From an optimization exercise on the open Yosys and OpenROAD flow, aimed at small area and few clock cycles per item; shortcuts taken in it are not production practice. Only simulation tests tie the RTL to the original design; equivalence was not proved. Power and IR drop assume default switching activity.

## bbe_getput
module bbe_getput (
    input  wire        clk,
    input  wire        rst,
    input  wire        in_valid,
    output wire        in_ready,
    input  wire        in_op,       
    input  wire [6:0]  in_n,        
    input  wire [63:0] in_base,
    input  wire [63:0] in_len,
    input  wire [63:0] in_cap,
    input  wire [63:0] in_pos,
    input  wire [71:0] in_win,      
    input  wire [63:0] in_val,
    output wire        out_valid,
    output wire [1:0]  out_code,    
    output wire [63:0] out_x,
    output wire [63:0] out_base,
    output wire [63:0] out_len,
    output wire [63:0] out_cap,
    output wire [63:0] out_pos,
    output wire [71:0] out_wdata,
    output wire [8:0]  out_wmask    
);
For scale: about 410 flip-flops, about 810 I/O pins.
export LEC_CHECK = 0
export CAP_MARGIN = 20
export CORE_MARGIN = 2
export CORE_UTILIZATION = 40
export SLEW_MARGIN = 20
create_clock -name core_clock -period 12.0 [get_ports {clk}]
standard.sh (not shown) runs the stock make flow with config.mk's settings and CLKGATE_MAP_FILE= SYNTH_SCRIPT=/design/flow/synth_recipe.tcl, a recipe that flattens the netlist after the stock synthesis.
==> flow/flow/run.sh <==
#!/bin/bash
# The standard layout (standard.sh: ORFS synthesis to final layout) with
# three changes, all in how the layout is made:
#  1. Synthesis is ORFS's synthesis exactly as synth_recipe.tcl runs it, except
#     that the ABC technology-mapping step uses flow/abc_area.script, an
#     area-oriented mapping script (delay relaxed, two rounds of choice
#     computation and mapping with more area-recovery rounds),
#     in place of ORFS's abc_speed.script. Registers are mapped before ABC
#     runs, so they are the standard synthesis's registers.
#  2. The port buffers that ORFS's global placement inserts are made from the
#     smallest buffer cell, sky130_fd_sc_hd__buf_1, in place of the default
#     clkdlybuf4s50_1; every input and output port still gets its own buffer.
#  3. Clock tree synthesis clusters up to 26 sinks per leaf buffer and
#     inserts no dummy loads.
# Each tool's output goes to a log in this folder (and ORFS's own logs under
# orfs/logs).
set -euo pipefail
here=$(pwd)

# synthesis script: ORFS's synth.tcl with the ABC script replaced
sed 's|^  log_cmd abc {\*}\$abc_args$|  log_cmd abc {*}[lreplace $abc_args 1 1 '"$here"'/flow/abc_area.script]|' \
    "$FLOW_HOME/scripts/synth.tcl" > "$here/synth_area.tcl"
grep -q 'flow/abc_area.script' "$here/synth_area.tcl"
sed 's|\$::env(SCRIPTS_DIR)/synth.tcl|'"$here"'/synth_area.tcl|' \
    "$here/synth_recipe.tcl" > "$here/synth_recipe_area.tcl"
grep -q 'synth_area.tcl' "$here/synth_recipe_area.tcl"
sed 's|SYNTH_SCRIPT=[^ ]*synth_recipe.tcl|SYNTH_SCRIPT='"$here"'/synth_recipe_area.tcl|' \
    "$here/standard.sh" > "$here/standard_area.sh"
grep -q 'synth_recipe_area.tcl' "$here/standard_area.sh"

export BUFFER_PORTS_ARGS="-buffer_cell sky130_fd_sc_hd__buf_1"
export CTS_ARGS="-sink_clustering_enable -repair_clock_nets -dont_use_dummy_load -sink_clustering_size 26 -sink_clustering_max_diameter 100 -buf_list sky130_fd_sc_hd__clkbuf_16"
bash "$here/standard_area.sh" > "$here/standard_make.log" 2>&1
==> flow/flow/abc_area.script <==
&get -n
&st
&dc2
&syn2
&dch -f
&nf -R 1000 -C 32 -F 8 -A 4
&st
&dch -f
&nf -R 1000 -C 32 -F 8 -A 4
&put
topo
stime -c
The starting point went through all stages and came out clean.
Testbench counts at the start, summed over its fixed seeds: cycles 24,000, items 24,000.
==> next run, changes <==
- PLACE_DENSITY: default -> 0.75
Count of clock-buffer cells in the layout is higher by 3.
Utilization is higher by 0.25 points.
Maximum frequency is lower slightly.
Synthesized cell count does not change.
Area after synthesis does not change.
Worst setup slack loses 0.17 ns.
==> next run, changes <==
--- a/flow/flow/run.sh
+++ b/flow/flow/run.sh
@@ -5,4 +5,3 @@
 #     that the ABC technology-mapping step uses flow/abc_area.script, an
-#     area-oriented mapping script (delay relaxed, two rounds of choice
-#     computation and mapping with more area-recovery rounds),
+#     area-oriented mapping script (delay relaxed, more area-recovery rounds),
 #     in place of ORFS's abc_speed.script. Registers are mapped before ABC
@@ -31,3 +30,3 @@
 export BUFFER_PORTS_ARGS="-buffer_cell sky130_fd_sc_hd__buf_1"
-export CTS_ARGS="-sink_clustering_enable -repair_clock_nets -dont_use_dummy_load -sink_clustering_size 26 -sink_clustering_max_diameter 100 -buf_list sky130_fd_sc_hd__clkbuf_16"
+export CTS_ARGS="-sink_clustering_enable -repair_clock_nets -dont_use_dummy_load -sink_clustering_size 14 -sink_clustering_max_diameter 60 -buf_list {sky130_fd_sc_hd__clkbuf_8 sky130_fd_sc_hd__clkbuf_16}"
 bash "$here/standard_area.sh" > "$here/standard_make.log" 2>&1
==> flow/flow/abc_area.script (replaced) <==
&get -n
&st
&dc2
&syn2
&dch -f
&nf -R 1000 -C 32 -F 8 -A 4
&put
topo
stime -c
- PLACE_DENSITY: 0.75 -> default
=>
- The new run went through all stages and came out clean
- power goes up by roughly a tenth
- global-route usage rose by 1.7 points
- cell count is about the same
- hold slack gets better by 0.015 ns
- via count went up by a few percent
- utilization is higher by 0.84 points
- cell area rose slightly
- synthesized cell count drops slightly
- combinational power hardly moves
- wire length grows by a few percent
- clock-buffer cell count goes up by 18

-- what the ideal ports hide --
Ports are ideal in the flow. The routed layouts listed here were re-timed in OpenROAD.
Step 1 sets driving cells, clkbuf_16 on the clock port and buf_2 on the other inputs (assumed; they add their load-dependent delay and slew).
Step 2 moves the port delays by t, midway between the first and last clock arrival at a register: inputs arrive t later, outputs are due t later. That takes back most of the time a late clock gives input paths.
Three values: no drivers, after step 1, after step 2; two values: the first two.
run	shift t [ns]	setup WS [ns]	worst slew at a driven data input, ns
the first run	0.627	0.762 / 0.698 / 1.324	0.18
the second run	0.625	0.595 / 0.530 / 1.155	0.19
the third run	0.629	0.748 / 0.682 / 1.311	0.16
After both steps every run listed still meets setup and hold.
